Context: an optimization exercise on an open-source flow, tuned for a short achievable clock period and few clock cycles. The choices shown serve that exercise and are no tape-out recipe. Function was checked by simulation only, so behaviour that the tests miss may differ from the original. Power and IR drop assume default switching activity.

[design/flow/run.sh]
#!/bin/bash
# synth_recipe.tcl (not shown) runs the flow's synth.tcl, then flattens the netlist and writes it again
# the make line also repeats each setting of config.mk as NAME=value (left out here)
make -C /OpenROAD-flow-scripts/flow DESIGN_CONFIG=/design/flow/config.mk WORK_HOME=/design/flow/orfs CLKGATE_MAP_FILE= SYNTH_SCRIPT=/design/flow/synth_recipe.tcl finish
[design/flow/config.mk]
export PLATFORM = sky130hd
export DESIGN_NAME = bjt_cpu
export DESIGN_NICKNAME = bjt_cpu
export VERILOG_FILES = /design/flow/design.v
export SDC_FILE = /design/flow/constraint.sdc
export NUM_CORES = 4
export LEC_CHECK = 0
export ABC_CLOCK_PERIOD_IN_PS = 3800
export CAP_MARGIN = 40
export CORE_MARGIN = 2
export CORE_UTILIZATION = 30
export SETUP_SLACK_MARGIN = 3.0
export SLEW_MARGIN = 40
[design/flow/constraint.sdc]
create_clock -name core_clock -period 7.0 [get_ports {clk}]
set_input_delay 1.4000 -clock core_clock [delete_from_list [all_inputs] [get_ports {clk}]]
set_output_delay 1.4000 -clock core_clock [all_outputs]
set_load 0.01 [all_outputs]
[design/flow/design.v]
module bjt_cpu (
    input  wire        clk,
    input  wire        rst,         
    output wire [15:0] rom_addr,
    input  wire [7:0]  rom_rdata,
    output wire [15:0] ram_addr,
    output wire [7:0]  ram_wdata,
    output wire        ram_we,
    input  wire [7:0]  ram_rdata,
    output wire        halted,
    input  wire [4:0]  dbg_sel,
    output reg  [7:0]  dbg_data
);
    localparam IB = 6;                  
    localparam NE = 1 << IB;
    localparam TB = 16 - IB;
    function [1:0] ilen;
        input [3:0] fam;
        begin
            case (fam)
                4'h0, 4'h2, 4'h3, 4'hF: ilen = 2'd1;
                4'hC, 4'hD, 4'hE:       ilen = 2'd3;
                default:                ilen = 2'd2;
            endcase
        end
    endfunction
    function [7:0] rdsel;
        input [3:0] idx;
        input [7:0] a, b, c, sp, bp, bnk, adr;
        begin
            case (idx)
                4'h0:    rdsel = a;
                4'h1:    rdsel = b;
                4'h2:    rdsel = c;
                4'hA:    rdsel = sp;
                4'hB:    rdsel = bp;
                4'hE:    rdsel = bnk;
                4'hF:    rdsel = adr;
                default: rdsel = 8'h00;
            endcase
        end
    endfunction
    function [16:0] ks;
        input [15:0] a, b;
        input        ci;
        reg [16:0] g, p, g2, p2;
        integer i, d;
        begin
            g = {a & b, ci};
            p = {a ^ b, 1'b0};
            for (d = 1; d < 17; d = d * 2) begin
                g2 = g; p2 = p;
                for (i = d; i < 17; i = i + 1) begin
                    g2[i] = g[i] | (p[i] & g[i - d]);
                    p2[i] = p[i] & p[i - d];
                end
                g = g2; p = p2;
            end
            ks = {g[16], (a ^ b) ^ g[15:0]};
        end
    endfunction
    function [7:0] add8;
        input [7:0] a, b;
        reg [16:0] t;
        begin
            t = ks({8'd0, a}, {8'd0, b}, 1'b0);
            add8 = t[7:0];
        end
    endfunction
    function [6:0] slot;
        input [3:0] idx;
        begin
            case (idx)
                4'h0:    slot = 7'b0000001;
                4'h1:    slot = 7'b0000010;
                4'h2:    slot = 7'b0000100;
                4'hA:    slot = 7'b0001000;
                4'hB:    slot = 7'b0010000;
                4'hE:    slot = 7'b0100000;
                4'hF:    slot = 7'b1000000;
                default: slot = 7'b0000000;
            endcase
        end
    endfunction
    function [7:0] rdoh;
        input [6:0] oh;
        input [7:0] a, b, c, sp, bp, bnk, adr;
        begin
            rdoh = ({8{oh[0]}} & a)  | ({8{oh[1]}} & b)   | ({8{oh[2]}} & c) |
                   ({8{oh[3]}} & sp) | ({8{oh[4]}} & bp)  |
                   ({8{oh[5]}} & bnk) | ({8{oh[6]}} & adr);
        end
    endfunction
    reg [7:0]  ra, rb, rc, rsp, rbp, rbnk, radr;
    reg        fz, fc, fo, fn;
    reg [15:0] fpc;         
    reg [15:0] fbpc;        
    reg [1:0]  fcnt;        
    reg [7:0]  fb0, fb1;
    reg [1:0]  fb0_len;     
    reg        fb0_jc;      
    reg [15:0] r_seq;       
    reg [NE-1:0] c_v;
    reg [TB-1:0] c_tag [0:NE-1];
    reg [23:0]   c_d   [0:NE-1];
    reg [15:0]   c_n   [0:NE-1];    
    reg        xv;
    reg [7:0]  xop, xb1, xb2;
    reg [15:0] xpc;         
    reg [1:0]  xs;          
    reg [6:0]  xa_oh, xb_oh, xd_oh;    
    reg        x_haz;       
    localparam NR = 8;                  
    reg [NR-1:0] fr_v;
    reg [7:0]    fr_a  [0:NR-1];        
    reg [7:0]    fr_a3 [0:NR-1];        
    reg [7:0]    fr_bp [0:NR-1];
    reg [15:0]   fr_pc [0:NR-1];
    reg [2:0]    fr_ptr;
    reg        xc_sub, xc_imm, xc_adc, xc_sbc, xc_arith, xc_flags, xc_aluw;
    reg [1:0]  pq;          
    reg [7:0]  pq_hi;       
    reg [15:0] rom_addr_r;      
    reg        o_rom_dir;       
    reg        o_hi_ff;         
    reg [7:0]  o_lo;            
    reg [2:0]  o_lo_sel;        
    reg [6:0]  o_wd_oh;         
    reg        o_wd_q;          
    reg [7:0]  o_wd;
    reg        ram_we_r, halt_r;
    assign rom_addr  = o_rom_dir ? {rbnk, radr} : rom_addr_r;
    assign ram_addr  = {o_hi_ff ? 8'hFF : rbnk,
                        ({8{o_lo_sel[0]}} & radr) | ({8{o_lo_sel[1]}} & rsp) |
                        ({8{o_lo_sel[2]}} & o_lo)};
    assign ram_wdata = rdoh(o_wd_oh, ra, rb, rc, rsp, rbp, rbnk, radr) |
                       ({8{o_wd_q}} & o_wd);
    assign ram_we    = ram_we_r;
    assign halted    = halt_r;
    wire [3:0] fam = xop[7:4];
    wire [16:0] xnpc_ks = ks(xpc, {14'd0, ilen(xop[7:4])}, 1'b0);
    wire [15:0] xnpc = xnpc_ks[15:0];       
    wire [3:0] sub = xop[3:0];
    wire f0 = (fam == 4'h0);
    wire f1 = (fam == 4'h1);
    wire fe = (fam == 4'hE);
    wire is_stop  = f0 && (sub == 4'h0);
    wire is_ret   = f0 && (sub == 4'h1);
    wire is_pcall = f0 && (sub == 4'h2);
    wire is_push  = f1 && (sub == 4'h0);
    wire is_sto   = f1 && (sub == 4'h1);
    wire is_cmp   = f1 && (sub == 4'h2);
    wire is_pop   = (fam == 4'h2);
    wire is_ldrom = (fam == 4'h3);
    wire is_ldidx = (fam == 4'h9);
    wire is_stidx = (fam == 4'h6);
    wire is_imm   = (fam == 4'hA);
    wire is_nand  = (fam == 4'hB);
    wire is_ldram = (fam == 4'hF);
    wire is_call  = fe && (sub == 4'h1);
    wire is_link  = is_call || is_pcall;
    wire is_arith = (fam == 4'h4) || (fam == 4'h5) || (fam == 4'h7) ||
                    (fam == 4'h8) || (fam == 4'hC) || (fam == 4'hD);
    wire [7:0] va = rdoh(xa_oh, ra, rb, rc, rsp, rbp, rbnk, radr);
    wire [7:0] vb = rdoh(xb_oh, ra, rb, rc, rsp, rbp, rbnk, radr);
    wire [7:0] vd = rdoh(xd_oh, ra, rb, rc, rsp, rbp, rbnk, radr);
    wire [7:0] b_op = xc_imm ? xb2 : vb;
    wire [7:0] b_in = xc_sub ? ~b_op : b_op;
    wire       c_in = xc_adc ? fc : xc_sbc ? !fc : xc_sub;
    wire [16:0] sum_ks = ks({8'd0, va}, {8'd0, b_in}, c_in);
    wire [8:0] sum9 = {sum_ks[8], sum_ks[7:0]};
    wire [7:0] alu_res = sum9[7:0];
    wire       alu_co  = sum9[8];
    wire [7:0] alu_prev = f1 ? va : vd;
    wire [9:0] cs_x = {2'b00, vd};
    wire [9:0] cs_y = ~{2'b00, va};
    wire [9:0] cs_z = ~{2'b00, b_in};
    wire [9:0] cs_s = cs_x ^ cs_y ^ cs_z;
    wire [9:0] cs_c = (cs_x & cs_y) | (cs_x & cs_z) | (cs_y & cs_z);
    wire [16:0] u_ks = ks({6'd0, cs_s}, {6'd0, cs_c[8:0], !c_in}, 1'b0);
    wire [9:0] u_m1 = u_ks[9:0];
    wire       alu_c = alu_co ? !(u_m1[9] && !u_m1[8]) : !u_m1[9];
    wire [7:0] z_k = {va[6:0] | b_in[6:0], c_in};
    wire       alu_z = &(~(va ^ b_in ^ z_k));
    wire cond = (sub == 4'h2 && fz) || (sub == 4'h3 && fn) ||
                (sub == 4'h4 && fc) || (sub == 4'h5 && fo);
    wire x_ram    = is_push || is_pop || is_sto || is_stidx || is_ldidx ||
                    is_ldram || is_link || is_ret;
    wire x_wait   = (x_ram && pq != 2'd0) || x_haz;    
    wire x_go     = xv && !x_wait;
    wire x_done   = !is_stop && !x_wait && (!is_ret || xs == 2'd2 || ret_hit);
    wire x_accept = !xv || x_done;
    wire x_rom    = xv && is_ldrom;       
    wire wr_chk = ram_we && !o_wd_q && !(xv && is_link) && ram_addr[15:8] == 8'hFF;
    wire [7:0] rbp_m  = add8(rbp, {6'h3f, ~xs});    
    wire [7:0] rbp_m3 = add8(rbp, 8'hFD);
    reg          rh_v;
    reg [7:0]    rh_bp;
    reg [15:0]   rh_pc;
    wire         ret_hit = is_ret && xs == 2'd0 && rh_v;
    wire [7:0]   fh_bp = rh_bp;
    wire [15:0]  fh_pc = rh_pc;
    reg          lu_hit;
    reg [7:0]    lu_bp;
    reg [15:0]   lu_pc;
    reg [NR-1:0] fr_inv;            
    integer r;
    always @(*) begin
        lu_hit = 1'b0;
        lu_bp = 8'h00;
        lu_pc = 16'h0000;
        for (r = 0; r < NR; r = r + 1) begin
            fr_inv[r] = wr_chk && add8(ram_addr[7:0], ~fr_a[r] + 8'd1) < 8'd3;
            if (fr_v[r] && fr_a3[r] == rbp) begin
                lu_hit = !wr_chk;
                lu_bp = lu_bp | fr_bp[r];
                lu_pc = lu_pc | fr_pc[r];
            end
        end
    end
    wire [7:0] rsp_p1 = add8(rsp, 8'h01);
    wire [7:0] rsp_m1 = add8(rsp, 8'hFF);
    wire [7:0] rsp_p3 = add8(rsp, 8'h03);
    wire [7:0] rbp_m1 = add8(rbp, 8'hFF);
    wire rd_br  = x_go && fe && cond;
    wire rd_pc  = x_go && is_pcall;
    wire rd_rhi = x_go && is_ret && xs == 2'd0 && !ret_hit;
    wire rd_rlo = x_go && is_ret && xs == 2'd1;
    wire redirect = rd_br || rd_pc || rd_rhi || rd_rlo;
    reg [15:0] rd_tgt;
    always @(*) begin
        if (rd_pc)       rd_tgt = {rbnk, radr};
        else if (rd_rhi) rd_tgt = {ram_rdata, fpc[7:0]};
        else if (rd_rlo) rd_tgt = {fpc[15:8], ram_rdata};
        else             rd_tgt = {xb1, xb2};
    end
    reg       wb_en;
    reg [7:0] wb_val;
    always @(*) begin
        wb_en  = xc_arith || is_nand || is_imm || is_ldrom || is_ldram ||
                 is_ldidx || is_pop;
        wb_val = alu_res;
        if (xc_arith)
            wb_val = alu_res;
        else if (is_nand)
            wb_val = ~(va & vb);
        else if (is_imm)
            wb_val = xb1;
        else if (is_ldrom)
            wb_val = rom_rdata;
        else if (is_ldram || is_ldidx || is_pop)
            wb_val = ram_rdata;
    end
    reg [7:0] ra_d, rb_d, rc_d, rsp_d, rbp_d, rbnk_d, radr_d;
    reg       fz_d, fc_d, fo_d, fn_d;
    always @(*) begin
        ra_d = ra; rb_d = rb; rc_d = rc; rsp_d = rsp; rbp_d = rbp;
        rbnk_d = rbnk; radr_d = radr;
        fz_d = fz; fc_d = fc; fo_d = fo; fn_d = fn;
        if (rst) begin
            ra_d = 8'h00; rb_d = 8'h00; rc_d = 8'h00; rsp_d = 8'h00;
            rbp_d = 8'h00; rbnk_d = 8'h00; radr_d = 8'h00;
            fz_d = 1'b0; fc_d = 1'b0; fo_d = 1'b0; fn_d = 1'b0;
        end else if (x_go && !is_stop) begin
            if (is_push)
                rsp_d = rsp_p1;
            if (is_pop)
                rsp_d = rsp_m1;
            if (is_link) begin
                rsp_d = rsp_p3;
                rbp_d = rsp_p3;
            end
            if (is_ret && xs == 2'd2) begin
                rsp_d = rbp_m;
                rbp_d = ram_rdata;
            end
            if (ret_hit) begin
                rsp_d = rbp_m3;
                rbp_d = fh_bp;
            end
            if (wb_en) begin
                if (xd_oh[0]) ra_d   = wb_val;
                if (xd_oh[1]) rb_d   = wb_val;
                if (xd_oh[2]) rc_d   = wb_val;
                if (xd_oh[3]) rsp_d  = wb_val;
                if (xd_oh[4]) rbp_d  = wb_val;
                if (xd_oh[5]) rbnk_d = wb_val;
                if (xd_oh[6]) radr_d = wb_val;
            end
            if (xc_flags) begin
                fz_d = alu_z;
                fn_d = alu_res[7];
                fo_d = alu_res[7] && !alu_prev[7];
                fc_d = !is_cmp && alu_c;
            end
        end
    end
    wire fwb_en = is_imm || is_ldrom || is_ldram || is_ldidx || is_pop;
    wire [7:0] fwb_val = is_imm ? xb1 : is_ldrom ? rom_rdata : ram_rdata;
    reg [7:0] fa_d, fb_d, fcr_d, fsp_d, fbp_d, fbnk_d, fadr_d;
    always @(*) begin
        fa_d = ra; fb_d = rb; fcr_d = rc; fsp_d = rsp; fbp_d = rbp;
        fbnk_d = rbnk; fadr_d = radr;
        if (x_go && !is_stop) begin
            if (is_push)
                fsp_d = rsp_p1;
            if (is_pop)
                fsp_d = rsp_m1;
            if (is_link) begin
                fsp_d = rsp_p3;
                fbp_d = rsp_p3;
            end
            if (is_ret && xs == 2'd2) begin
                fsp_d = rbp_m;
                fbp_d = ram_rdata;
            end
            if (ret_hit) begin
                fsp_d = rbp_m3;
                fbp_d = fh_bp;
            end
            if (fwb_en) begin
                if (xd_oh[0]) fa_d   = fwb_val;
                if (xd_oh[1]) fb_d   = fwb_val;
                if (xd_oh[2]) fcr_d  = fwb_val;
                if (xd_oh[3]) fsp_d  = fwb_val;
                if (xd_oh[4]) fbp_d  = fwb_val;
                if (xd_oh[5]) fbnk_d = fwb_val;
                if (xd_oh[6]) fadr_d = fwb_val;
            end
        end
    end
    wire x_mod_rbp = x_go && !is_stop &&
                     (is_link || (is_ret && (xs == 2'd2 || ret_hit)) ||
                      (wb_en && xd_oh[4]));
    wire [6:0] alu_wmask = (x_go && xc_aluw) ? xd_oh : 7'd0;
    always @(posedge clk) begin
        ra <= ra_d; rb <= rb_d; rc <= rc_d; rsp <= rsp_d; rbp <= rbp_d;
        rbnk <= rbnk_d; radr <= radr_d;
        fz <= fz_d; fc <= fc_d; fo <= fo_d; fn <= fn_d;
        if (rst)
            xs <= 2'd0;
        else if (x_go && is_ret)
            xs <= x_done ? 2'd0 : xs + 2'd1;
        for (r = 0; r < NR; r = r + 1) begin
            if (rst)
                fr_v[r] <= 1'b0;
            else if (x_go && is_link) begin
                if (fr_ptr == r) begin
                    fr_v[r]  <= 1'b1;
                    fr_a[r]  <= rsp;
                    fr_a3[r] <= rsp_p3;
                    fr_bp[r] <= rbp;
                    fr_pc[r] <= xnpc;
                end else if (add8(rsp, ~fr_a[r] + 8'd1) < 8'd3 ||
                             add8(fr_a[r], ~rsp + 8'd1) < 8'd3)
                    fr_v[r] <= 1'b0;
            end else if (fr_inv[r])
                fr_v[r] <= 1'b0;
        end
        if (rst)
            fr_ptr <= 3'd0;
        else if (x_go && is_link)
            fr_ptr <= fr_ptr + 3'd1;
        pq <= pq_d;
        if (rst)
            rh_v <= 1'b0;
        else if (x_accept)
            rh_v <= n_v && ret_pred;
        if (x_accept) begin
            rh_bp <= lu_bp;
            rh_pc <= lu_pc;
        end
        if (rst)
            x_haz <= 1'b0;
        else
            x_haz <= x_accept && n_v && n_haz;
        if (x_go && is_link)
            pq_hi <= xnpc[15:8];
    end
    wire [IB-1:0] fi = fpc[IB-1:0];
    reg [NE-1:0] foh;
    reg [23:0]   rd_d;
    reg [15:0]   rd_n;
    reg [TB-1:0] rd_t;
    reg          rd_v;
    integer q;
    always @(*) begin
        rd_d = 24'd0;
        rd_n = 16'd0;
        rd_t = {TB{1'b0}};
        rd_v = 1'b0;
        for (q = 0; q < NE; q = q + 1) begin
            rd_d = rd_d | ({24{foh[q]}} & c_d[q]);
            rd_n = rd_n | ({16{foh[q]}} & c_n[q]);
            rd_t = rd_t | ({TB{foh[q]}} & c_tag[q]);
            rd_v = rd_v | (foh[q] & c_v[q]);
        end
    end
    wire hit = (fcnt == 2'd0) && rd_v && (rd_t == fpc[15:IB]);
    reg  pm;                
    wire rom_ok = !x_rom && !pm;
    reg [7:0] r_b1;
    reg       r_done;
    always @(*) begin
        r_b1 = rom_rdata;
        r_done = 1'b0;
        case (fcnt)
            2'd1: r_done = fb0_len == 2'd1 || (rom_ok && fb0_len == 2'd2);
            2'd2: begin
                r_b1 = fb1;
                r_done = rom_ok;
            end
            default: ;
        endcase
    end
    wire [7:0]  r_op   = fb0;
    wire [7:0]  r_b2   = rom_rdata;
    wire [15:0] r_next = fb0_jc ? {r_b1, r_b2} : r_seq;
    wire [16:0] r_seq_ks = ks(fpc, {14'd0, ilen(rom_rdata[7:4])}, 1'b0);
    wire fill = r_done;
    reg [7:0]  i_op, i_b1, i_b2;
    reg [15:0] i_next;
    always @(*) begin
        if (fcnt == 2'd0) begin
            {i_op, i_b1, i_b2} = rd_d;
            i_next = rd_n;
        end else begin
            {i_op, i_b1, i_b2} = {r_op, r_b1, r_b2};
            i_next = r_next;
        end
    end
    wire complete = hit || r_done;
    wire ret_pred = i_op == 8'h01 && lu_hit && !x_mod_rbp;
    wire i_jmp = (i_op == 8'hE0);
    wire i_arith = i_op[7:4] == 4'h4 || i_op[7:4] == 4'h5 || i_op[7:4] == 4'h7 ||
                   i_op[7:4] == 4'h8 || i_op[7:4] == 4'hC || i_op[7:4] == 4'hD;
    wire is_stop_x = xv && is_stop;
    wire deliver = complete && x_accept && !redirect && !is_stop_x;
    reg          lk_v;
    reg [IB-1:0] lk_i;
    reg          lw_v;
    reg [IB-1:0] lw_i;
    reg [15:0]   lw_t;
    localparam PFN = 6'd40;
    reg          pf_v;
    reg [5:0]    pf_left;
    reg [15:0]   pf_pc, pf_bpc, p_seq;
    reg [1:0]    pf_cnt, pb0_len;
    reg [7:0]    pb0, pb1;
    reg          pb0_jc;
    wire [IB-1:0] pfi = pf_pc[IB-1:0];
    reg  [7:0]   p_b1;
    reg          p_done;
    always @(*) begin
        p_b1 = rom_rdata;
        p_done = 1'b0;
        case (pf_cnt)
            2'd1: p_done = pm && pb0_len != 2'd3;
            2'd2: begin
                p_b1 = pb1;
                p_done = pm;
            end
            default: ;
        endcase
    end
    wire [15:0] p_next = pb0_jc ? {p_b1, rom_rdata} : p_seq;
    wire [16:0] p_seq_ks = ks(pf_pc, {14'd0, ilen(rom_rdata[7:4])}, 1'b0);
    wire [16:0] pf_bpc_p1 = ks(pf_bpc, 16'd1, 1'b0);
    wire pfill = p_done && pf_v;
    wire [IB-1:0] wi   = fill ? fi : pfi;
    wire          wen  = fill || pfill;
    wire [23:0]   wdat = fill ? {r_op, r_b1, rom_rdata} : {pb0, p_b1, rom_rdata};
    wire [TB-1:0] wtag = fill ? fpc[15:IB] : pf_pc[15:IB];
    wire [15:0]   wnxt = fill ? r_next : p_next;
    integer e;
    always @(posedge clk) begin
        if (wen) begin
            c_d[wi]   <= wdat;
            c_tag[wi] <= wtag;
        end
        for (e = 0; e < NE; e = e + 1) begin
            if (wen && wi == e)
                c_n[e] <= wnxt;
            else if (lw_v && lw_i == e)
                c_n[e] <= lw_t;
        end
        lw_i <= lk_i;
        lw_t <= {i_b1, i_b2};
    end
    wire [16:0] fbpc_p1 = ks(fbpc, 16'd1, 1'b0);
    reg [15:0] fpc_d, fbpc_d;
    reg [1:0]  fcnt_d;
    always @(*) begin
        fpc_d  = fpc;
        fbpc_d = fbpc;
        fcnt_d = fcnt;
        if (rst) begin
            fpc_d  = 16'h0000;
            fbpc_d = 16'h0000;
            fcnt_d = 2'd0;
        end else if (redirect) begin
            fpc_d  = rd_tgt;
            fbpc_d = rd_tgt;
            fcnt_d = 2'd0;
        end else if (deliver) begin
            fpc_d  = ret_pred ? lu_pc : i_next;
            fbpc_d = ret_pred ? lu_pc : i_next;
            fcnt_d = 2'd0;
        end else if (fill) begin
            fbpc_d = fpc;
            fcnt_d = 2'd0;
        end else if (!hit && rom_ok && !is_stop_x) begin
            fbpc_d = fbpc_p1[15:0];
            fcnt_d = fcnt + 2'd1;
        end
    end
    always @(posedge clk) begin
        fpc  <= fpc_d;
        foh  <= {{(NE-1){1'b0}}, 1'b1} << fpc_d[IB-1:0];
        fbpc <= fbpc_d;
        fcnt <= fcnt_d;
        if (rst) begin
            c_v  <= {NE{1'b0}};
            xv   <= 1'b0;
            lk_v <= 1'b0;
            lw_v <= 1'b0;
        end else begin
            if (wen)
                c_v[wi] <= 1'b1;
            lw_v <= lk_v && complete && i_jmp;
            if (redirect) begin
                lk_v <= 1'b0;
            end else if (deliver) begin
                lk_v <= 1'b1;
                lk_i <= fi;
            end
            if (x_accept)
                xv <= deliver && !i_jmp;
        end
    end
    reg        pf_v_d;
    reg [5:0]  pf_left_d;
    reg [15:0] pf_pc_d, pf_bpc_d;
    reg [1:0]  pf_cnt_d;
    always @(*) begin
        pf_v_d   = pf_v;
        pf_pc_d  = pf_pc;
        pf_bpc_d = pf_bpc;
        pf_cnt_d = pf_cnt;
        pf_left_d = pf_left;
        if (rst) begin
            pf_v_d = 1'b0;
        end else if (fill) begin
            pf_v_d   = 1'b1;
            pf_pc_d  = r_seq;
            pf_bpc_d = r_seq;
            pf_cnt_d = 2'd0;
            pf_left_d = PFN;
        end else if (pm && pf_v) begin
            if (pfill) begin
                pf_pc_d  = p_seq;
                pf_bpc_d = p_seq;
                pf_cnt_d = 2'd0;
            end else if (pf_cnt == 2'd0) begin
                pf_left_d = pf_left - 6'd1;
                if (pf_left == 6'd0)
                    pf_v_d = 1'b0;
                else if (c_v[pfi]) begin
                    pf_pc_d  = p_seq_ks[15:0];
                    pf_bpc_d = p_seq_ks[15:0];
                end else begin
                    pf_bpc_d = pf_bpc_p1[15:0];
                    pf_cnt_d = 2'd1;
                end
            end else begin
                pf_bpc_d = pf_bpc_p1[15:0];
                pf_cnt_d = 2'd2;
            end
        end
    end
    always @(posedge clk) begin
        pf_v   <= pf_v_d;
        pf_pc  <= pf_pc_d;
        pf_bpc <= pf_bpc_d;
        pf_cnt <= pf_cnt_d;
        pf_left <= pf_left_d;
        if (pf_cnt == 2'd0) begin
            pb0     <= rom_rdata;
            pb0_len <= ilen(rom_rdata[7:4]);
            pb0_jc  <= rom_rdata == 8'hE0 || rom_rdata == 8'hE1;
            p_seq   <= p_seq_ks[15:0];
        end
        if (pf_cnt == 2'd1) pb1 <= rom_rdata;
    end
    always @(posedge clk) begin
        if (fcnt == 2'd0) begin
            fb0     <= rom_rdata;
            fb0_len <= ilen(rom_rdata[7:4]);
            fb0_jc  <= rom_rdata == 8'hE0 || rom_rdata == 8'hE1;
            r_seq   <= r_seq_ks[15:0];
        end
        if (fcnt == 2'd1) fb1 <= rom_rdata;
        if (x_accept) begin
            xop  <= i_op;
            xb1  <= i_b1;
            xb2  <= i_b2;
            xpc  <= fpc;
            xa_oh <= slot(i_b1[7:4]);
            xb_oh <= slot(i_b1[3:0]);
            xd_oh <= slot(i_op[3:0]);
            xc_sub   <= i_op[7:4] == 4'h7 || i_op[7:4] == 4'h8 ||
                        i_op[7:4] == 4'hD || i_op[7:4] == 4'h1;
            xc_imm   <= i_op[7:4] == 4'hC || i_op[7:4] == 4'hD;
            xc_adc   <= i_op[7:4] == 4'h5;
            xc_sbc   <= i_op[7:4] == 4'h8;
            xc_arith <= i_arith;
            xc_flags <= i_arith || i_op == 8'h12;
            xc_aluw  <= i_arith || i_op[7:4] == 4'hB;
        end
    end
    wire       n_v   = deliver && !i_jmp;
    wire [3:0] n_fam = i_op[7:4];
    wire [3:0] n_sub = i_op[3:0];
    wire n_f0 = (n_fam == 4'h0);
    wire n_f1 = (n_fam == 4'h1);
    wire n_stop  = n_f0 && (n_sub == 4'h0);
    wire n_pcall = n_f0 && (n_sub == 4'h2);
    wire n_ret   = n_f0 && (n_sub == 4'h1);
    wire n_push  = n_f1 && (n_sub == 4'h0);
    wire n_sto   = n_f1 && (n_sub == 4'h1);
    wire n_pop   = (n_fam == 4'h2);
    wire n_ldrom = (n_fam == 4'h3);
    wire n_stidx = (n_fam == 4'h6);
    wire n_ldidx = (n_fam == 4'h9);
    wire n_ldram = (n_fam == 4'hF);
    wire n_call  = (i_op == 8'hE1);
    wire n_link  = n_call || n_pcall;
    wire [6:0] na_oh = slot(i_b1[7:4]);
    wire [6:0] nb_oh = slot(i_b1[3:0]);
    wire [6:0] nd_oh = slot(n_sub);
    reg [6:0] n_rmask;
    always @(*) begin
        n_rmask = 7'd0;
        if (n_pop)   n_rmask = 7'b0001000;
        if (n_ret)   n_rmask = 7'b0010000;
    end
    wire [6:0] x_wmask = (x_go && !is_stop) ?
        (((wb_en && !is_imm) ? xd_oh : 7'd0) |
         ((is_push || is_pop || is_link || (is_ret && (xs == 2'd2 || ret_hit))) ? 7'b0001000 : 7'd0) |
         ((is_link || (is_ret && (xs == 2'd2 || ret_hit))) ? 7'b0010000 : 7'd0)) : 7'd0;
    wire n_haz = (n_rmask & alu_wmask) != 7'd0 ||
                 ((n_stidx || n_ldidx) && ((na_oh | nb_oh) & x_wmask) != 7'd0);
    wire [6:0] imm_w = (x_go && is_imm) ? xd_oh : 7'd0;
    wire [7:0] ia_r   = imm_w[0] ? xb1 : ra;
    wire [7:0] ib_r   = imm_w[1] ? xb1 : rb;
    wire [7:0] ic_r   = imm_w[2] ? xb1 : rc;
    wire [7:0] isp_r  = imm_w[3] ? xb1 : rsp;
    wire [7:0] ibp_r  = imm_w[4] ? xb1 : rbp;
    wire [7:0] ibnk_r = imm_w[5] ? xb1 : rbnk;
    wire [7:0] iadr_r = imm_w[6] ? xb1 : radr;
    wire [7:0] n_ia = rdoh(na_oh, ia_r, ib_r, ic_r, isp_r, ibp_r, ibnk_r, iadr_r);
    wire [7:0] n_ib = rdoh(nb_oh, ia_r, ib_r, ic_r, isp_r, ibp_r, ibnk_r, iadr_r);
    reg [1:0] pq_d;
    always @(*) begin
        if (rst)
            pq_d = 2'd0;
        else if (x_go && is_link)
            pq_d = 2'd2;
        else if (pq != 2'd0)
            pq_d = pq - 2'd1;
        else
            pq_d = 2'd0;
    end
    reg [15:0] n_rom_addr;
    reg        n_rom_dir, n_hi_ff, n_wd_q, n_ram_we, n_halt;
    reg [7:0]  n_lo, n_wd;
    reg [2:0]  n_lo_sel;
    reg [6:0]  n_wd_oh;
    wire n_pm = pf_v_d && hit && fcnt_d == 2'd0 && !n_rom_dir && !rst;
    always @(*) begin
        n_rom_addr = n_pm ? pf_bpc_d : fbpc_d;
        n_rom_dir  = 1'b0;
        n_wd_q     = 1'b0;
        n_wd       = 8'h00;
        n_hi_ff    = 1'b0;
        n_lo_sel   = 3'b001;
        n_wd_oh    = 7'd0;
        if (x_accept) begin
            if (n_stidx || n_ldidx) begin
                n_lo = add8(n_ia, n_ib);
                n_lo_sel = 3'b100;
            end else if (n_pop) begin
                n_lo = add8(fsp_d, 8'hFF);
                n_lo_sel = 3'b100;
            end else begin
                n_lo = add8(fbp_d, 8'hFF);
                if (n_ret)
                    n_lo_sel = 3'b100;
                else if (n_push || n_link)
                    n_lo_sel = 3'b010;
            end
            n_hi_ff  = n_pop || n_ret || n_push || n_link;
            n_wd_oh  = n_stidx ? nd_oh : n_link ? 7'b0010000 : na_oh;
            n_ram_we = n_v && !n_haz && (n_sto || n_stidx || n_push || n_link);
            n_halt   = 1'b0;
            n_rom_dir = n_v && n_ldrom;
        end else if (x_wait) begin
            if (is_stidx || is_ldidx) begin
                n_lo = add8(va, vb);
                n_lo_sel = 3'b100;
            end else if (is_pop) begin
                n_lo = rsp_m1;
                n_lo_sel = 3'b100;
            end else begin
                n_lo = rbp_m1;
                if (is_ret)
                    n_lo_sel = 3'b100;
                else if (is_push || is_link)
                    n_lo_sel = 3'b010;
            end
            n_hi_ff  = is_pop || is_ret || is_push || is_link;
            n_wd_oh  = is_stidx ? xd_oh : is_link ? 7'b0010000 : xa_oh;
            n_ram_we = is_sto || is_stidx || is_push || is_link;
            n_halt   = 1'b0;
            n_rom_dir = is_ldrom;
        end else begin
            n_lo     = add8(rbp, {6'h3f, ~(xs + 2'd1)});
            n_lo_sel = 3'b100;
            n_hi_ff  = 1'b1;
            n_ram_we = 1'b0;
            n_halt   = is_stop;
        end
        if (pq_d == 2'd2) begin
            n_lo     = rsp_p1;
            n_wd     = xnpc[7:0];
        end else begin
            n_lo     = (pq_d == 2'd1) ? add8(o_lo, 8'h01) : n_lo;
            n_wd     = pq_hi;
        end
        if (pq_d != 2'd0) begin
            n_lo_sel = 3'b100;
            n_hi_ff  = 1'b1;
            n_wd_oh  = 7'd0;
            n_wd_q   = 1'b1;
            n_ram_we = 1'b1;
            n_halt   = 1'b0;
        end
        if (rst) begin
            n_ram_we = 1'b0;
            n_halt   = 1'b0;
            n_rom_dir = 1'b0;
        end
    end
    always @(posedge clk) begin
        rom_addr_r <= n_rom_addr;
        pm         <= n_pm;
        o_rom_dir  <= n_rom_dir;
        o_hi_ff    <= n_hi_ff;
        o_lo       <= n_lo;
        o_lo_sel   <= n_lo_sel;
        o_wd_oh    <= n_wd_oh;
        o_wd_q     <= n_wd_q;
        o_wd       <= n_wd;
        ram_we_r   <= n_ram_we;
        halt_r     <= n_halt;
    end
    reg [7:0]  sh_ra, sh_rb, sh_rc, sh_rsp, sh_rbp, sh_rbnk, sh_radr;
    reg [3:0]  sh_fl;
    reg [15:0] sh_pc;
    always @(posedge clk) begin
        sh_ra <= ra; sh_rb <= rb; sh_rc <= rc; sh_rsp <= rsp; sh_rbp <= rbp;
        sh_rbnk <= rbnk; sh_radr <= radr;
        sh_fl <= {fn, fo, fc, fz};
        sh_pc <= xnpc;
    end
    wire [31:0] ds = 32'd1 << dbg_sel;
    always @(*) begin
        dbg_data = ({8{ds[5'h00]}} & sh_ra)  | ({8{ds[5'h01]}} & sh_rb)   |
                   ({8{ds[5'h02]}} & sh_rc)  | ({8{ds[5'h0A]}} & sh_rsp)  |
                   ({8{ds[5'h0B]}} & sh_rbp) | ({8{ds[5'h0E]}} & sh_rbnk) |
                   ({8{ds[5'h0F]}} & sh_radr) |
                   ({8{ds[5'h10]}} & {4'h0, sh_fl}) |
                   ({8{ds[5'h11]}} & sh_pc[15:8]) | ({8{ds[5'h12]}} & sh_pc[7:0]);
    end
endmodule
==> results.txt, run 1 <==
status finished clean; final instance area approximately 0.22 mm²; Final GP Congestion between 1 and 1.5; synth cell count leaders 3704 x edfxtp_1, 1612 x nand2_1, 1253 x o21ai_0; CP endpoint kind flop; Critical Path RT a little under 8000 ps; Final HPWL DP around 530000 µm; full die area ~0.6 mm²; Hold Path Class flop to flop; first-pass GRT wire length ~1200000 µm; DRC 0; port bufs 72; RSZ-0062 raised after global routing true; Max-slew headroom 0.305; DR iter-0 viols slightly above 30000; Max Cap Violations 0; Syn Nets between 10000 and 15000; worst-path fanout max 15; initial core utilization 0.301; r2r setup slk 2140 ps; Fillers ~55000; root buffer cell clkbuf_16; worst r2r dst rom_addr_r[9]; die width about 770 µm; CP Capture Point rom_addr_r[9]; startpoint types flop; synth top area cells edfxtp_1 63%, dfxtp_1 4.6%, a22oi_1 3.8%; CTS tree built; Detail Route Antenna Nets 0; FF+latch count, synth ~4000; largest net degree at the start of global routing 79; Avg Inst Size Synth about 13 µm²; Routed WL between 900000 and 1000000 µm; Die H around 770 µm; sequential element share of the synthesized area 0.671; gr usage total 0.288; hold_ws around 340 ps; antenna violations before repair 77; Hold Buf Count CTS 0; Clock Skews around 150 ps; CTS Sinks 4109; Post-synth EDFFs between 3000 and 4000; Final setup violation count 0; share of the synthesized area in the top cell type 0.626; routed length per instance roughly 40 µm; DP Area a little under 0.2 mm²; WS Path Type flop to flop; clock insertion delay at the later pin of the skew report 1100 ps; Crit Reg-Reg Startpoint foh[60]; I/O Pins between 70 and 80; Yosys cell types between 100 and 150; final hold violations 0; worst reg-to-reg path cell count 13; vias in the first global route 131318; yosys warns 6; Mapped Cells 13651; CP Launch Point foh[60]; vias per cell around 6.5; final setup TNS 0 ps; Tcrit/Tclk final 0.694; layout cell share with drive strength beyond 1 0.215; max-slew violations 0; mapped cell area approximately 0.18 mm²; Clock Path Buffers 4; cts bufs inserted approximately 430; core box area 0.590 mm²; count leader, synth edfxtp_1; dominant cell type by area after synthesis edfxtp_1; # rows ~280; ys flop type edfxtp_1; P_leak roughly 76 nW; H-Tree Depth 5; Power Density around 360 mW/mm²; Post-synth ARST share 0; Post-layout nets around 15000; CTS clk-pin slew, worst paths roughly 70 ps; minimum clock period between 4000 and 5000 ps; GR Overflow Total 0; Layout area overhead 24.1%; Slew @ Worst Pin 1040 ps; DR vias about 150k; Fmax between 0.2 and 0.25 GHz; VDD IR-drop max about 0.00029 V; crit path DAT ~5700 ps; drt first pass iters 12
-- worst min path at each step --
stage | from | to | slack (ps) | cells past startpoint
final | lk_i[5] | lw_i[5] | 340 | 0
after global routing | lk_i[3] | lw_i[3] | 350 | 0
after CTS | lk_i[5] | lw_i[5] | 340 | 0
after detailed placement | lk_i[5] | lw_i[5] | 330 | 0
after global placement | lk_i[3] | lw_i[3] | 330 | 0
after floorplan | lk_i[0] | lw_i[0] | 320 | 0
-- registers in the layout (all words and copies together) (netlist names), 16 cells and up --
name	count
c_d	1536
c_n	1024
c_tag	640
c_v	64
fbpc	16
foh	64
fpc	16
fr_a	64
fr_a3	64
fr_bp	64
fr_pc	128
lw_t	16
p_seq	16
pf_bpc	16
pf_pc	16
r_seq	16
rom_addr_r	16
sh_pc	16
xpc	16
-- power breakdown --
group          switching (mW)  internal [mW]  total [mW]
registers                1.78           29.5        31.3
clock network            10.3           12.9        23.2
logic                    17.5           8.28        25.8
total                    29.6           50.8        80.3
-- final cells by class --
class | count | area [µm²] | share of cell area
Antenna cell | 73 | 183 | 0.000828
Clock buffer | 544 | 11400 | 0.0518
Clock inverter | 241 | 2390 | 0.0108
Inverter | 255 | 1010 | 0.00460
Multi-Input combinational cell | 8221 | 59600 | 0.270
Sequential cell | 4109 | 120000 | 0.543
Tap cell | 7810 | 9770 | 0.0443
Timing Repair Buffer | 1489 | 16400 | 0.0744
-- metrics by stage --
step | instances | power, mW | setup WS (ps) | util
2_1_floorplan | 13651 | 41.3 | 2290 | -
3_3_place_gp | 21121 | 50.7 | 1010 | 0.324
3_5_place_dp | 21178 | 51.4 | 1080 | 0.327
4_1_cts | 22461 | 76.7 | 2440 | 0.366
5_1_grt | 22676 | 81.4 | 2220 | 0.374
6_report | 22742 | 80.3 | 2140 | 0.374
-- metal layers --
metal,routed length [µm],vias to the layer above,global-route usage
li1,-,54970,-
met5,730,-,0.000797
met3,159000,4109,0.125
met1,303000,72057,0.354
met4,84000,50,0.200
met2,364000,15727,0.404
-- critical path, stage by stage, from the launching register on --
cell,delay (ps)
dfxtp_4,470
buf_16,220
buf_4,250
a22oi_2,240
nand4_1,600
nor4_2,460
buf_4,250
nand4_1,450
nor3_4,530
a21o_1,260
nand2_1,110
a31oi_2,270
o32ai_2,150
mux2_4,310
-- cell families (layout without fill, tap and decap cells) --
kind of cell / Yosys count / count (layout) / synth area share
other cells: 0 / 73 / 0
xor+xnor: 434 / 434 / 0.0215
compound gates: 4032 / 4034 / 0.156
buf+inv: 1327 / 2529 / 0.0294
fa+ha+maj: 286 / 286 / 0.0218
mux: 222 / 223 / 0.0148
flops: 4109 / 4109 / 0.671
simple gates: 3241 / 3244 / 0.0849
-- repair_timing --
item                                    4_1_cts  5_1_grt
cloned                                       23        9
endpoints found under the setup margin     5645     2410
pin swaps                                   223      255
buffers inserted                            475      190
gates resized for setup                     920      599
-- cell usage in the layout (no fill, tap or decap), drive strengths merged, types with 28 or more instances in the layout --
master / Yosys / routed
edfxtp: 3704 / 3704
nand2: 1613 / 1613
buf: 316 / 1412
o21ai: 1263 / 1263
a22oi: 900 / 900
clkbuf: 756 / 559
nor2: 448 / 448
a221oi: 437 / 437
a22o: 425 / 425
dfxtp: 405 / 405
a21oi: 371 / 371
nand4: 334 / 334
xnor2: 326 / 326
inv: 250 / 263
ha: 245 / 245
nand3: 232 / 232
nor3: 191 / 191
clkinv: 5 / 172
mux2i: 137 / 137
xor2: 107 / 107
nor4: 82 / 82
a222oi: 78 / 78
and3: 76 / 77
diode: 0 / 73
o22ai: 67 / 67
a21o: 64 / 65
nor2b: 63 / 63
a211oi: 61 / 61
mux2: 58 / 58
a31oi: 51 / 51
o21bai: 47 / 47
o211ai: 47 / 47
clkdlybuf4s50: 0 / 44
fa: 40 / 40
bufinv: 0 / 38
and2: 38 / 38
nand2b: 34 / 35
mux4: 27 / 28
Testbench counts, summed over its fixed seeds: cycles 58,125.
==> inputs of run 2 (changes only) <==
--- a/design/flow/design.v
+++ b/design/flow/design.v
@@ -103,6 +103,7 @@
     reg [NE-1:0] c_v;
     reg [TB-1:0] c_tag [0:NE-1];
     reg [23:0]   c_d   [0:NE-1];
+    reg [1:0]    c_k   [0:NE-1];    
     reg [15:0]   c_n   [0:NE-1];    
     reg        xv;
     reg [7:0]  xop, xb1, xb2;
@@ -117,10 +118,11 @@
     reg [7:0]    fr_bp [0:NR-1];
     reg [15:0]   fr_pc [0:NR-1];
     reg [2:0]    fr_ptr;
+    reg [6:0]  xc_immw;     
     reg        xc_sub, xc_imm, xc_adc, xc_sbc, xc_arith, xc_flags, xc_aluw;
     reg [1:0]  pq;          
     reg [7:0]  pq_hi;       
-    reg [15:0] rom_addr_r;      
+    reg        pm;              
     reg        o_rom_dir;       
     reg        o_hi_ff;         
     reg [7:0]  o_lo;            
@@ -129,7 +131,7 @@
     reg        o_wd_q;          
     reg [7:0]  o_wd;
     reg        ram_we_r, halt_r;
-    assign rom_addr  = o_rom_dir ? {rbnk, radr} : rom_addr_r;
+    assign rom_addr  = o_rom_dir ? {rbnk, radr} : pm ? pf_bpc : fbpc;
     assign ram_addr  = {o_hi_ff ? 8'hFF : rbnk,
                         ({8{o_lo_sel[0]}} & radr) | ({8{o_lo_sel[1]}} & rsp) |
                         ({8{o_lo_sel[2]}} & o_lo)};
@@ -235,65 +237,9 @@
         else             rd_tgt = {xb1, xb2};
     end
     reg       wb_en;
-    reg [7:0] wb_val;
     always @(*) begin
         wb_en  = xc_arith || is_nand || is_imm || is_ldrom || is_ldram ||
                  is_ldidx || is_pop;
-        wb_val = alu_res;
-        if (xc_arith)
-            wb_val = alu_res;
-        else if (is_nand)
-            wb_val = ~(va & vb);
-        else if (is_imm)
-            wb_val = xb1;
-        else if (is_ldrom)
-            wb_val = rom_rdata;
-        else if (is_ldram || is_ldidx || is_pop)
-            wb_val = ram_rdata;
-    end
-    reg [7:0] ra_d, rb_d, rc_d, rsp_d, rbp_d, rbnk_d, radr_d;
-    reg       fz_d, fc_d, fo_d, fn_d;
-    always @(*) begin
-        ra_d = ra; rb_d = rb; rc_d = rc; rsp_d = rsp; rbp_d = rbp;
-        rbnk_d = rbnk; radr_d = radr;
-        fz_d = fz; fc_d = fc; fo_d = fo; fn_d = fn;
-        if (rst) begin
-            ra_d = 8'h00; rb_d = 8'h00; rc_d = 8'h00; rsp_d = 8'h00;
-            rbp_d = 8'h00; rbnk_d = 8'h00; radr_d = 8'h00;
-            fz_d = 1'b0; fc_d = 1'b0; fo_d = 1'b0; fn_d = 1'b0;
-        end else if (x_go && !is_stop) begin
-            if (is_push)
-                rsp_d = rsp_p1;
-            if (is_pop)
-                rsp_d = rsp_m1;
-            if (is_link) begin
-                rsp_d = rsp_p3;
-                rbp_d = rsp_p3;
-            end
-            if (is_ret && xs == 2'd2) begin
-                rsp_d = rbp_m;
-                rbp_d = ram_rdata;
-            end
-            if (ret_hit) begin
-                rsp_d = rbp_m3;
-                rbp_d = fh_bp;
-            end
-            if (wb_en) begin
-                if (xd_oh[0]) ra_d   = wb_val;
-                if (xd_oh[1]) rb_d   = wb_val;
-                if (xd_oh[2]) rc_d   = wb_val;
-                if (xd_oh[3]) rsp_d  = wb_val;
-                if (xd_oh[4]) rbp_d  = wb_val;
-                if (xd_oh[5]) rbnk_d = wb_val;
-                if (xd_oh[6]) radr_d = wb_val;
-            end
-            if (xc_flags) begin
-                fz_d = alu_z;
-                fn_d = alu_res[7];
-                fo_d = alu_res[7] && !alu_prev[7];
-                fc_d = !is_cmp && alu_c;
-            end
-        end
     end
     wire fwb_en = is_imm || is_ldrom || is_ldram || is_ldidx || is_pop;
     wire [7:0] fwb_val = is_imm ? xb1 : is_ldrom ? rom_rdata : ram_rdata;
@@ -333,6 +279,26 @@
                      (is_link || (is_ret && (xs == 2'd2 || ret_hit)) ||
                       (wb_en && xd_oh[4]));
     wire [6:0] alu_wmask = (x_go && xc_aluw) ? xd_oh : 7'd0;
+    wire [7:0] alu_val = xc_arith ? alu_res : ~(va & vb);
+    wire [7:0] ra_d   = rst ? 8'h00 : alu_wmask[0] ? alu_val : fa_d;
+    wire [7:0] rb_d   = rst ? 8'h00 : alu_wmask[1] ? alu_val : fb_d;
+    wire [7:0] rc_d   = rst ? 8'h00 : alu_wmask[2] ? alu_val : fcr_d;
+    wire [7:0] rsp_d  = rst ? 8'h00 : alu_wmask[3] ? alu_val : fsp_d;
+    wire [7:0] rbp_d  = rst ? 8'h00 : alu_wmask[4] ? alu_val : fbp_d;
+    wire [7:0] rbnk_d = rst ? 8'h00 : alu_wmask[5] ? alu_val : fbnk_d;
+    wire [7:0] radr_d = rst ? 8'h00 : alu_wmask[6] ? alu_val : fadr_d;
+    reg        fz_d, fc_d, fo_d, fn_d;
+    always @(*) begin
+        fz_d = fz; fc_d = fc; fo_d = fo; fn_d = fn;
+        if (rst) begin
+            fz_d = 1'b0; fc_d = 1'b0; fo_d = 1'b0; fn_d = 1'b0;
+        end else if (x_go && xc_flags) begin
+            fz_d = alu_z;
+            fn_d = alu_res[7];
+            fo_d = alu_res[7] && !alu_prev[7];
+            fc_d = !is_cmp && alu_c;
+        end
+    end
     always @(posedge clk) begin
         ra <= ra_d; rb <= rb_d; rc <= rc_d; rsp <= rsp_d; rbp <= rbp_d;
         rbnk <= rbnk_d; radr <= radr_d;
@@ -379,25 +345,28 @@
     end
     wire [IB-1:0] fi = fpc[IB-1:0];
     reg [NE-1:0] foh;
+    reg          foh_ok;
     reg [23:0]   rd_d;
+    reg [1:0]    rd_k;
     reg [15:0]   rd_n;
     reg [TB-1:0] rd_t;
     reg          rd_v;
     integer q;
     always @(*) begin
         rd_d = 24'd0;
+        rd_k = 2'd0;
         rd_n = 16'd0;
         rd_t = {TB{1'b0}};
         rd_v = 1'b0;
         for (q = 0; q < NE; q = q + 1) begin
             rd_d = rd_d | ({24{foh[q]}} & c_d[q]);
+            rd_k = rd_k | ({2{foh[q]}} & c_k[q]);
             rd_n = rd_n | ({16{foh[q]}} & c_n[q]);
             rd_t = rd_t | ({TB{foh[q]}} & c_tag[q]);
             rd_v = rd_v | (foh[q] & c_v[q]);
         end
     end
-    wire hit = (fcnt == 2'd0) && rd_v && (rd_t == fpc[15:IB]);
-    reg  pm;                
+    wire hit = (fcnt == 2'd0) && foh_ok && rd_v && (rd_t == fpc[15:IB]);
     wire rom_ok = !x_rom && !pm;
     reg [7:0] r_b1;
     reg       r_done;
@@ -430,8 +399,9 @@
         end
     end
     wire complete = hit || r_done;
-    wire ret_pred = i_op == 8'h01 && lu_hit && !x_mod_rbp;
-    wire i_jmp = (i_op == 8'hE0);
+    wire i_ret = (fcnt == 2'd0) ? rd_k[1] : r_op == 8'h01;
+    wire i_jmp = (fcnt == 2'd0) ? rd_k[0] : r_op == 8'hE0;
+    wire ret_pred = i_ret && lu_hit && !x_mod_rbp;
     wire i_arith = i_op[7:4] == 4'h4 || i_op[7:4] == 4'h5 || i_op[7:4] == 4'h7 ||
                    i_op[7:4] == 4'h8 || i_op[7:4] == 4'hC || i_op[7:4] == 4'hD;
     wire is_stop_x = xv && is_stop;
@@ -476,6 +446,7 @@
     always @(posedge clk) begin
         if (wen) begin
             c_d[wi]   <= wdat;
+            c_k[wi]   <= {wdat[23:16] == 8'h01, wdat[23:16] == 8'hE0};
             c_tag[wi] <= wtag;
         end
         for (e = 0; e < NE; e = e + 1) begin
@@ -488,6 +459,19 @@
         lw_t <= {i_b1, i_b2};
     end
     wire [16:0] fbpc_p1 = ks(fbpc, 16'd1, 1'b0);
+    wire f_spec = !rst && !redirect && x_accept && fcnt == 2'd0 && !is_stop_x;
+    wire [IB-1:0] f_nidx = ret_pred ? lu_pc[IB-1:0] : rd_n[IB-1:0];
+    reg  [IB-1:0] f_oidx;
+    always @(*) begin
+        if (rst)
+            f_oidx = {IB{1'b0}};
+        else if (redirect)
+            f_oidx = rd_tgt[IB-1:0];
+        else if (fcnt != 2'd0 && r_done && x_accept && !is_stop_x)
+            f_oidx = ret_pred ? lu_pc[IB-1:0] : r_next[IB-1:0];
+        else
+            f_oidx = fpc[IB-1:0];
+    end
     reg [15:0] fpc_d, fbpc_d;
     reg [1:0]  fcnt_d;
     always @(*) begin
@@ -516,7 +500,8 @@
     end
     always @(posedge clk) begin
         fpc  <= fpc_d;
-        foh  <= {{(NE-1){1'b0}}, 1'b1} << fpc_d[IB-1:0];
+        foh  <= {{(NE-1){1'b0}}, 1'b1} << (f_spec ? f_nidx : f_oidx);
+        foh_ok <= !f_spec || hit;
         fbpc <= fbpc_d;
         fcnt <= fcnt_d;
         if (rst) begin
@@ -608,6 +593,7 @@
             xa_oh <= slot(i_b1[7:4]);
             xb_oh <= slot(i_b1[3:0]);
             xd_oh <= slot(i_op[3:0]);
+            xc_immw  <= (i_op[7:4] == 4'hA) ? slot(i_op[3:0]) : 7'd0;
             xc_sub   <= i_op[7:4] == 4'h7 || i_op[7:4] == 4'h8 ||
                         i_op[7:4] == 4'hD || i_op[7:4] == 4'h1;
             xc_imm   <= i_op[7:4] == 4'hC || i_op[7:4] == 4'hD;
@@ -650,7 +636,7 @@
          ((is_link || (is_ret && (xs == 2'd2 || ret_hit))) ? 7'b0010000 : 7'd0)) : 7'd0;
     wire n_haz = (n_rmask & alu_wmask) != 7'd0 ||
                  ((n_stidx || n_ldidx) && ((na_oh | nb_oh) & x_wmask) != 7'd0);
-    wire [6:0] imm_w = (x_go && is_imm) ? xd_oh : 7'd0;
+    wire [6:0] imm_w = xv ? xc_immw : 7'd0;
     wire [7:0] ia_r   = imm_w[0] ? xb1 : ra;
     wire [7:0] ib_r   = imm_w[1] ? xb1 : rb;
     wire [7:0] ic_r   = imm_w[2] ? xb1 : rc;
@@ -658,8 +644,22 @@
     wire [7:0] ibp_r  = imm_w[4] ? xb1 : rbp;
     wire [7:0] ibnk_r = imm_w[5] ? xb1 : rbnk;
     wire [7:0] iadr_r = imm_w[6] ? xb1 : radr;
-    wire [7:0] n_ia = rdoh(na_oh, ia_r, ib_r, ic_r, isp_r, ibp_r, ibnk_r, iadr_r);
-    wire [7:0] n_ib = rdoh(nb_oh, ia_r, ib_r, ic_r, isp_r, ibp_r, ibnk_r, iadr_r);
+    wire [7:0] iv [0:7];
+    assign iv[0] = ia_r;  assign iv[1] = ib_r;  assign iv[2] = ic_r;
+    assign iv[3] = isp_r; assign iv[4] = ibp_r; assign iv[5] = ibnk_r;
+    assign iv[6] = iadr_r; assign iv[7] = 8'h00;         
+    wire [7:0] sa_oh = {~|na_oh, na_oh};
+    wire [7:0] sb_oh = {~|nb_oh, nb_oh};
+    reg  [7:0] n_isum;
+    integer pi, pj;
+    always @(*) begin
+        n_isum = 8'h00;
+        for (pi = 0; pi < 8; pi = pi + 1)
+            for (pj = pi; pj < 8; pj = pj + 1)
+                n_isum = n_isum |
+                    ({8{(sa_oh[pi] && sb_oh[pj]) || (sa_oh[pj] && sb_oh[pi])}} &
+                     add8(iv[pi], iv[pj]));
+    end
     reg [1:0] pq_d;
     always @(*) begin
         if (rst)
@@ -671,14 +671,12 @@
         else
             pq_d = 2'd0;
     end
-    reg [15:0] n_rom_addr;
     reg        n_rom_dir, n_hi_ff, n_wd_q, n_ram_we, n_halt;
     reg [7:0]  n_lo, n_wd;
     reg [2:0]  n_lo_sel;
     reg [6:0]  n_wd_oh;
     wire n_pm = pf_v_d && hit && fcnt_d == 2'd0 && !n_rom_dir && !rst;
     always @(*) begin
-        n_rom_addr = n_pm ? pf_bpc_d : fbpc_d;
         n_rom_dir  = 1'b0;
         n_wd_q     = 1'b0;
         n_wd       = 8'h00;
@@ -687,7 +685,7 @@
         n_wd_oh    = 7'd0;
         if (x_accept) begin
             if (n_stidx || n_ldidx) begin
-                n_lo = add8(n_ia, n_ib);
+                n_lo = n_isum;
                 n_lo_sel = 3'b100;
             end else if (n_pop) begin
                 n_lo = add8(fsp_d, 8'hFF);
@@ -752,7 +750,6 @@
         end
     end
     always @(posedge clk) begin
-        rom_addr_r <= n_rom_addr;
         pm         <= n_pm;
         o_rom_dir  <= n_rom_dir;
         o_hi_ff    <= n_hi_ff;
==> results.txt, run 2 <==
status finished clean; vias per cell about 6.4; max reg flops about 1500; I/O Pins 73; full die area 0.632 mm²; Hold Path Class flop to flop; mapped cell area around 0.19 mm²; DRC 0; Largest Register c_d; Critical Path RT 7950 ps; port bufs just over 70; Largest regs c_d (1536), c_n (1024), c_tag (640); Post-synth ARST share 0; first-pass GRT wire length approximately 1300000 µm; area of the multi-input gates around 0.065 mm²; Post-synth EDFFs between 3000 and 4000; final setup TNS 0 ps; Detail Route Antenna Nets 0; gr usage total 0.289; Max Cap Violations 0; Yosys cell types approximately 110; Slew @ Worst Pin approximately 1000 ps; layout cell share with drive strength beyond 1 0.210; yosys warns 6; synth top area cells edfxtp_1 62%, dfxtp_1 4.0%, a22oi_1 3.6%; largest net degree at the start of global routing 74; drt first pass iters 13; FF+latch count, synth around 4200; sequential element share of the synthesized area 0.656; Max-slew headroom 0.311; crit path DAT ~5500 ps; H-Tree Depth 5; Die H ~800 µm; routed length per instance between 30 and 40 µm; DR vias around 160k; Final GP Congestion between 1 and 1.5; ys flop type edfxtp_1; Clock Skews about 170 ps; Syn Nets about 15000; Avg Inst Size Synth 12.9 µm²; Routed WL 968000 µm; CP endpoint kind flop; VDD IR-drop max around 0.00032 V; initial core utilization 0.301; final hold violations 0; Fillers between 50000 and 60000; root buffer cell clkbuf_16; Power Density roughly 350 mW/mm²; Post-layout nets between 15000 and 20000; cts bufs inserted approximately 440; P_leak 81.1 nW; Fmax between 0.2 and 0.25 GHz; Hold Buf Count CTS 0; WS Path Type flop to flop; flip-flop and latch area about 0.12 mm²; share of the synthesized area in the top cell type 0.617; worst-path fanout max 19; commonest non-fill, non-tap cells in the layout 3855 x edfxtp_1, 1509 x nand2_1, 1192 x o21ai_0, 1009 x buf_4, 876 x a22oi_1; Tcrit/Tclk final 0.654; Final setup violation count 0; Final HPWL DP ~570000 µm; startpoint types flop; minimum clock period between 4000 and 5000 ps; PnR worst setup slack about 2400 ps; max-slew violations 0; DR iter-0 viols roughly 33000; commonest non-fill, non-tap cell in the layout edfxtp_1; CTS clk-pin slew, worst paths around 70 ps; Layout area overhead 23.6%; dominant cell type by area after synthesis edfxtp_1; Tot Pwr around 82 mW; GR Overflow Total 0; Clock Path Buffers 4; # rows 290; final std cells w/o fill around 24000; CTS Sinks between 4000 and 5000; r2r setup slk approximately 2400 ps; Place WS roughly 760 ps; clock insertion delay at the later pin of the skew report 1130 ps; vias in the first global route 138229; synth cell count leaders 3855 x edfxtp_1, 1593 x nand2_1, 1291 x o21ai_0; die width about 800 µm; core box area 0.624 mm²; RSZ-0062 raised after global routing true; antenna violations before repair 80; CTS tree built; Placed Instances roughly 23000; count leader, synth edfxtp_1; Mapped Cells approximately 15000
## run 2: cell types whose count changed after synthesis, moves of 31 or more
| cell | change |
|---|---|
| dfxtp_1 | -31 |
| xor2_1 | +75 |
| ha_1 | +140 |
| buf_2 | +80 |
| a22o_1 | +74 |
| o21ai_0 | +38 |
| xnor2_1 | +70 |
| nand3_1 | -33 |
| edfxtp_1 | +151 |
| a21o_1 | +50 |
| nor3_2 | -32 |
| a21oi_1 | +148 |
| a221oi_1 | +90 |
| nor2_1 | +147 |
## run 2: cell families (layout without fill, tap and decap cells)
kind of cell               count (synthesis)  after routing  share of synthesized area
other                                      0            111                          0
DFF                                     4229           4229                      0.656
and+or+nand+nor                         3328           3343                     0.0809
AOI/OAI and AO/OA                       4403           4406                      0.161
muxes                                    213            213                     0.0131
xor gates and xnor gates                 578            578                     0.0270
adders and majority gates                445            445                     0.0321
buffers and inverters                   1393           2671                     0.0292
## run 2: final cells by class
class	count	area share
flip-flops and latches	4229	0.533
multi-input cells	8985	0.282
repair buffers	1611	0.0737
clock buffers	534	0.0496
well taps	8322	0.0449
clock inverters	275	0.0111
inverters	249	0.00448
diodes	111	0.00120
repair inverters	2	0.0000593
## run 2: power by group
part           leakage [nW]  internal (mW)  switching, mW  total (mW)
logic                  36.3           8.28           18.1        26.4
registers              38.0           30.2           1.47        31.7
clock network          6.87           13.0           10.6        23.6
total                  81.1           51.5           30.2        81.7
## run 2: routing by layer
layer	vias up	GRT usage	wire length, µm
li1	58772	-	-
met1	76184	0.357	326000
met2	16567	0.400	386000
met3	4225	0.131	170000
met4	58	0.197	84900
met5	-	0.00484	1130
## run 2: final timing paths
kind,from,end,depth (start not counted)
setup / recovery,foh[18],fbpc[10],9
hold / removal,lk_i[0],lw_i[0],0
setup reg to reg,foh[18],fbpc[10],9
hold reg to reg,lk_i[0],lw_i[0],0
## run 2: what timing repair did
item | in CTS | in global routing
pin swaps | 187 | 252
cloned | 24 | 16
resized for setup | 902 | 556
setup buffers | 533 | 186
setup endpoints to repair | 6084 | 2941
## run 2: through the flow
step                      hold slack (ps)   util  instance area [µm²]
after global routing                  348  0.372               232000
after detailed placement              331  0.327               204000
after floorplan                       323      -               188000
final                                 343  0.372               232000
after CTS                             341  0.364               227000
after global placement                324  0.324               202000
## run 2: worst max-delay path, stage by stage (launching register included)
cell and delay [ps]:
dfxtp_4 430, buf_4 250, buf_6 250, a22oi_1 600
nand4_1 680, nor4_4 940, a21oi_1 230, o21ai_0 510
o22a_1 310, a311oi_2 110
Testbench counts of run 2, summed over its fixed seeds: cycles 58,125.

==> what the ideal ports hide <==
Ports are ideal in the flow. The routed layouts listed here were re-timed in OpenROAD. Step 1 assumes that a clkbuf_16 drives the clock port and a buf_2 every other input. Step 2 times the ports against the registers' clock, not the clock port: input delays grow and output delays shrink by t, the midpoint of the rising clock arrivals with the driver on. Three values: no drivers, after step 1, after step 2; two values: the first two.
run	t (ns)	setup WS [ns]	slew at the worst register clock pin (ns)
run 1	1.160	2.144 / 2.144 / 1.786	0.07 / 0.07
run 2	1.177	2.422 / 2.422 / 1.681	0.08 / 0.08
After both steps setup and hold are still met in every run listed. For run 2, which loses most, drivers alone change the setup slack by 0.000 ns; drivers and shift together by -0.741 ns.
